Background: an optimization exercise with open tools, aiming at small area, a short achievable clock period and few clock cycles. Do not read the settings as production practice. Power is estimated from default activity; no workload was simulated.

// st7032_encoder
module st7032_encoder (
    input  wire        clk,
    input  wire        rst,         
    input  wire        cmd_valid,
    output reg         cmd_ready,
    input  wire [15:0] cmd_word,
    input  wire [15:0] cmd_len,
    input  wire        pay_valid,
    output wire        pay_ready,
    input  wire [7:0]  pay_data,
    output reg         rsp_valid,
    output reg  [2:0]  rsp_result,
    output wire [7:0]  rsp_data,
    output wire [3:0]  rsp_step,
    output reg         ev_valid,
    input  wire        ev_ready,
    output wire [2:0]  ev_kind,
    output wire [7:0]  ev_data,
    input  wire        ev_ok,
    input  wire [7:0]  ev_rdata
);
    localparam [2:0] EV_CFG   = 3'd0;
    localparam [2:0] EV_BEGIN = 3'd1;
    localparam [2:0] EV_WRITE = 3'd2;
    localparam [2:0] EV_END   = 3'd3;
    localparam [2:0] EV_REQ   = 3'd4;
    localparam [2:0] EV_WAIT  = 3'd5;
    localparam [2:0] R_OK        = 3'd0;
    localparam [2:0] R_IGNORED   = 3'd1;
    localparam [2:0] R_NOT_READY = 3'd2;
    localparam [2:0] R_BUS_ERROR = 3'd3;
    localparam [2:0] R_READ_FAIL = 3'd4;
    localparam [2:0] R_INVALID   = 3'd5;
    localparam [3:0] S_CFG   = {1'b0, EV_CFG};
    localparam [3:0] S_BEGIN = {1'b0, EV_BEGIN};
    localparam [3:0] S_WSEL  = {1'b0, EV_WRITE};
    localparam [3:0] S_WBYTE = {1'b1, EV_WRITE};
    localparam [3:0] S_END   = {1'b0, EV_END};
    localparam [3:0] S_REQ   = {1'b0, EV_REQ};
    localparam [3:0] S_WAIT  = {1'b0, EV_WAIT};
    reg [3:0]  st;          
    reg [3:0]  op;          
    reg        ready;       
    reg        lines2;      
    reg [7:0]  b;           
    reg [15:0] c;           
    reg        pm;          
    reg        dv;          
    reg        sf;          
    wire busy = !cmd_ready;
    wire is_init  = (op == 4'h0);
    wire is_avail = (op == 4'h1);
    wire is_pseq  = (op == 4'h3);
    wire is_data  = (op[3:1] == 3'b001);
  ...
==> flow/config.mk <==
export PLATFORM = sky130hd
export DESIGN_NAME = st7032_encoder
export DESIGN_NICKNAME = st7032_encoder
export VERILOG_FILES = /design/flow/design.v
export SDC_FILE = /design/flow/constraint.sdc
export NUM_CORES = 4
export LEC_CHECK = 0
export CAP_MARGIN = 20
export CORE_MARGIN = 2
export CORE_UTILIZATION = 40
export SETUP_SLACK_MARGIN = 1.5
export SLEW_MARGIN = 20
==> flow/constraint.sdc <==
create_clock -name core_clock -period 4.0 [get_ports {clk}]
set_input_delay 0.8000 -clock core_clock [delete_from_list [all_inputs] [get_ports {clk}]]
set_output_delay 0.8000 -clock core_clock [all_outputs]
set_load 0.01 [all_outputs]
standard.sh (not shown) runs the stock make flow with config.mk's settings and CLKGATE_MAP_FILE= SYNTH_SCRIPT=/design/flow/synth_recipe.tcl, a recipe that flattens the netlist after the stock synthesis.
==> flow/flow/run.sh <==
#!/bin/bash
set -euo pipefail
cd "$(dirname "$0")/.."
export BUFFER_PORTS_ARGS="-buffer_cell sky130_fd_sc_hd__buf_1"
bash standard.sh finish > make_finish.log 2>&1
Rerun with:
--- a/flow/design.v
+++ b/flow/design.v
@@ -49,39 +49,38 @@
     reg        sf;          
     wire busy = !cmd_ready;
     wire is_init  = (op == 4'h0);
     wire is_avail = (op == 4'h1);
     wire is_pseq  = (op == 4'h3);
     wire is_data  = (op[3:1] == 3'b001);
     wire in_write = (st[2:0] == EV_WRITE);
     assign ev_kind   = st[2:0];
     assign ev_data   = b;
-    reg        pmw, pmv;
-    assign pay_ready = (pmw && ev_ready) || pmv;
+    assign pay_ready = (pm && in_write && ev_ready) || (pm && !ev_valid);
     assign rsp_data  = b & {8{dv}};
     assign rsp_step  = ~c[3:0] & {4{sf}};
     wire [3:0] w_op = cmd_word[15:12];
     wire [2:0] w_f  = cmd_word[10:8];
     wire [7:0] w_a  = cmd_word[7:0];
-    wire w_is2  = (w_op == 4'h2);
-    wire w_isA  = (w_op == 4'hA);
-    wire w_isB  = (w_op == 4'hB);
-    wire w_is7  = (w_op == 4'h7);
-    wire w_is6  = (w_op == 4'h6);
-    wire w_use_alo = w_is2 || w_isA || w_isB;                  
-    wire w_use_a7  = w_is2 || w_isB;                           
-    wire w_use_f0  = (w_op == 4'h0) || w_is6 || w_is7 ||
-                     (w_op == 4'h8) || (w_op == 4'h9) || w_isB;
-    wire w_use_f1  = w_is6 || w_is7;
-    wire w_invalid = cmd_word[11] || (w_op == 4'hF) ||
-                     ((|w_a[6:0]) && !w_use_alo) || (w_a[7] && !w_use_a7) ||
-                     (w_f[0] && !w_use_f0) || (w_f[1] && !w_use_f1) ||
-                     (w_f[2] && !w_is7);
+    reg w_invalid;
+    always @(*) begin
+        case (w_op)
+            4'h0:       w_invalid = (cmd_word & 16'h0EFF) != 16'd0;
+            4'h2:       w_invalid = (cmd_word & 16'h0F00) != 16'd0;
+            4'h6:       w_invalid = (cmd_word & 16'h0CFF) != 16'd0;
+            4'h7:       w_invalid = (cmd_word & 16'h08FF) != 16'd0;
+            4'h8, 4'h9: w_invalid = (cmd_word & 16'h0EFF) != 16'd0;
+            4'hA:       w_invalid = (cmd_word & 16'h0F80) != 16'd0;
+            4'hB:       w_invalid = (cmd_word & 16'h0E00) != 16'd0;
+            4'hF:       w_invalid = 1'b1;
+            default:    w_invalid = (cmd_word & 16'h0FFF) != 16'd0;
+        endcase
+    end
     reg [7:0] w_byte;
     always @(*) begin
         case (w_op)
             4'h0:    w_byte = 8'h0E;
             4'h2:    w_byte = w_a;
             4'h4:    w_byte = 8'h01;
             4'h5:    w_byte = 8'h02;
             4'h6:    w_byte = {6'b000001, w_f[1:0]};
             4'h7:    w_byte = {5'b00001, w_f};
@@ -149,22 +148,28 @@
             rsp_valid <= 1'b0;
         end else if (acc) begin
             cmd_ready <= !w_run;
             rsp_valid <= !w_run;
         end else if (done) begin
             cmd_ready <= 1'b1;
             rsp_valid <= 1'b1;
         end
     end
-    wire v_n = rst ? 1'b0 : acc ? w_run : (done || pay_wait) ? 1'b0 :
-               take ? 1'b1 : ev_valid;
-    always @(posedge clk)
-        ev_valid <= v_n;
+    always @(posedge clk) begin
+        if (rst)
+            ev_valid <= 1'b0;
+        else if (acc)
+            ev_valid <= w_run;
+        else if (done || pay_wait)
+            ev_valid <= 1'b0;
+        else if (take)
+            ev_valid <= 1'b1;
+    end
     always @(posedge clk) begin
         if (rst)
             ready <= 1'b0;
         else if (acc && w_init)
             ready <= 1'b0;
         else if (f_wait3)
             ready <= 1'b1;
     end
     always @(posedge clk)
@@ -197,25 +202,25 @@
         else if (f_req)
             dv <= ev_ok;
         else if (f_end)
             dv <= is_avail;
     always @(posedge clk)
         if (acc)
             sf <= 1'b0;
         else if (init_bad)
             sf <= 1'b1;
-    wire pm_n = rst ? 1'b0 : acc ? (w_run && (w_op == 4'h3) && (cmd_len != 16'd0)) :
-                take ? (c != 16'd1) : pm;
-    always @(posedge clk) begin
-        pm  <= pm_n;
-        pmw <= pm_n && !acc && (in_write || f_begin);
-        pmv <= pm_n && !v_n;
-    end
+    always @(posedge clk)
+        if (rst)
+            pm <= 1'b0;
+        else if (acc)
+            pm <= w_run && (w_op == 4'h3) && (cmd_len != 16'd0);
+        else if (take)
+            pm <= (c != 16'd1);
     wire        dec = take || init_adv;
     reg  [15:0] cz;                       
     integer     ci;
     always @(*) begin
         cz[0] = 1'b1;
         for (ci = 1; ci < 16; ci = ci + 1)
             cz[ci] = ~|(c & ((16'd1 << ci) - 16'd1));
     end
     always @(posedge clk)
Effect: The changed run passed the timing, design-rule and antenna checks; global-route usage is lower by 0.32 points; cell count shrinks by 0.53%; total power drops by 2.1%; die area came out lower by 0.90%; sequential share of layout area decreases by 1.3 points; register-to-register slack loses 0.03 ns; first-iteration DRC count shrinks by 20%; clock skew went down by 0.0036 ns; core utilization rises by 0.59 points; cell area grows by 0.70%; via count rose by 1.4%; setup slack is worse by 0.096 ns; sequential cell count shrinks by 2; critical path depth went down by 1.
No functional check of the RTL was part of any run of this note.

-- separate check: timing with driven ports --
How much do the figures lean on ideal ports? The routed layouts below were timed once more, with nothing changed but the port constraints.
Step 1 (the two cells are an assumption about what drives the block):
set clk [get_ports {clk}]
set_driving_cell -lib_cell sky130_fd_sc_hd__clkbuf_16 $clk
set_driving_cell -lib_cell sky130_fd_sc_hd__buf_2 [delete_from_list [all_inputs] $clk]
Step 2, shift: input delay + t, output delay - t, t = (earliest + latest rising clock arrival at the registers) / 2. This alone moves slack from input paths to output paths.
a / b / c = no drivers / after step 1 / after step 2; a / b = the first two.
| run | t (ns) | setup WS [ns] | worst setup path after step 2 |
|---|---|---|---|
| the first run | 0.327 | 1.599 / 1.599 / 1.315 | input to register |
| the second run | 0.328 | 1.503 / 1.483 / 1.224 | input to register |
After both steps every run listed still meets setup and hold. The setup slack of the first run, which loses most, moves by 0.000 ns with the drivers and by -0.284 ns with both steps.
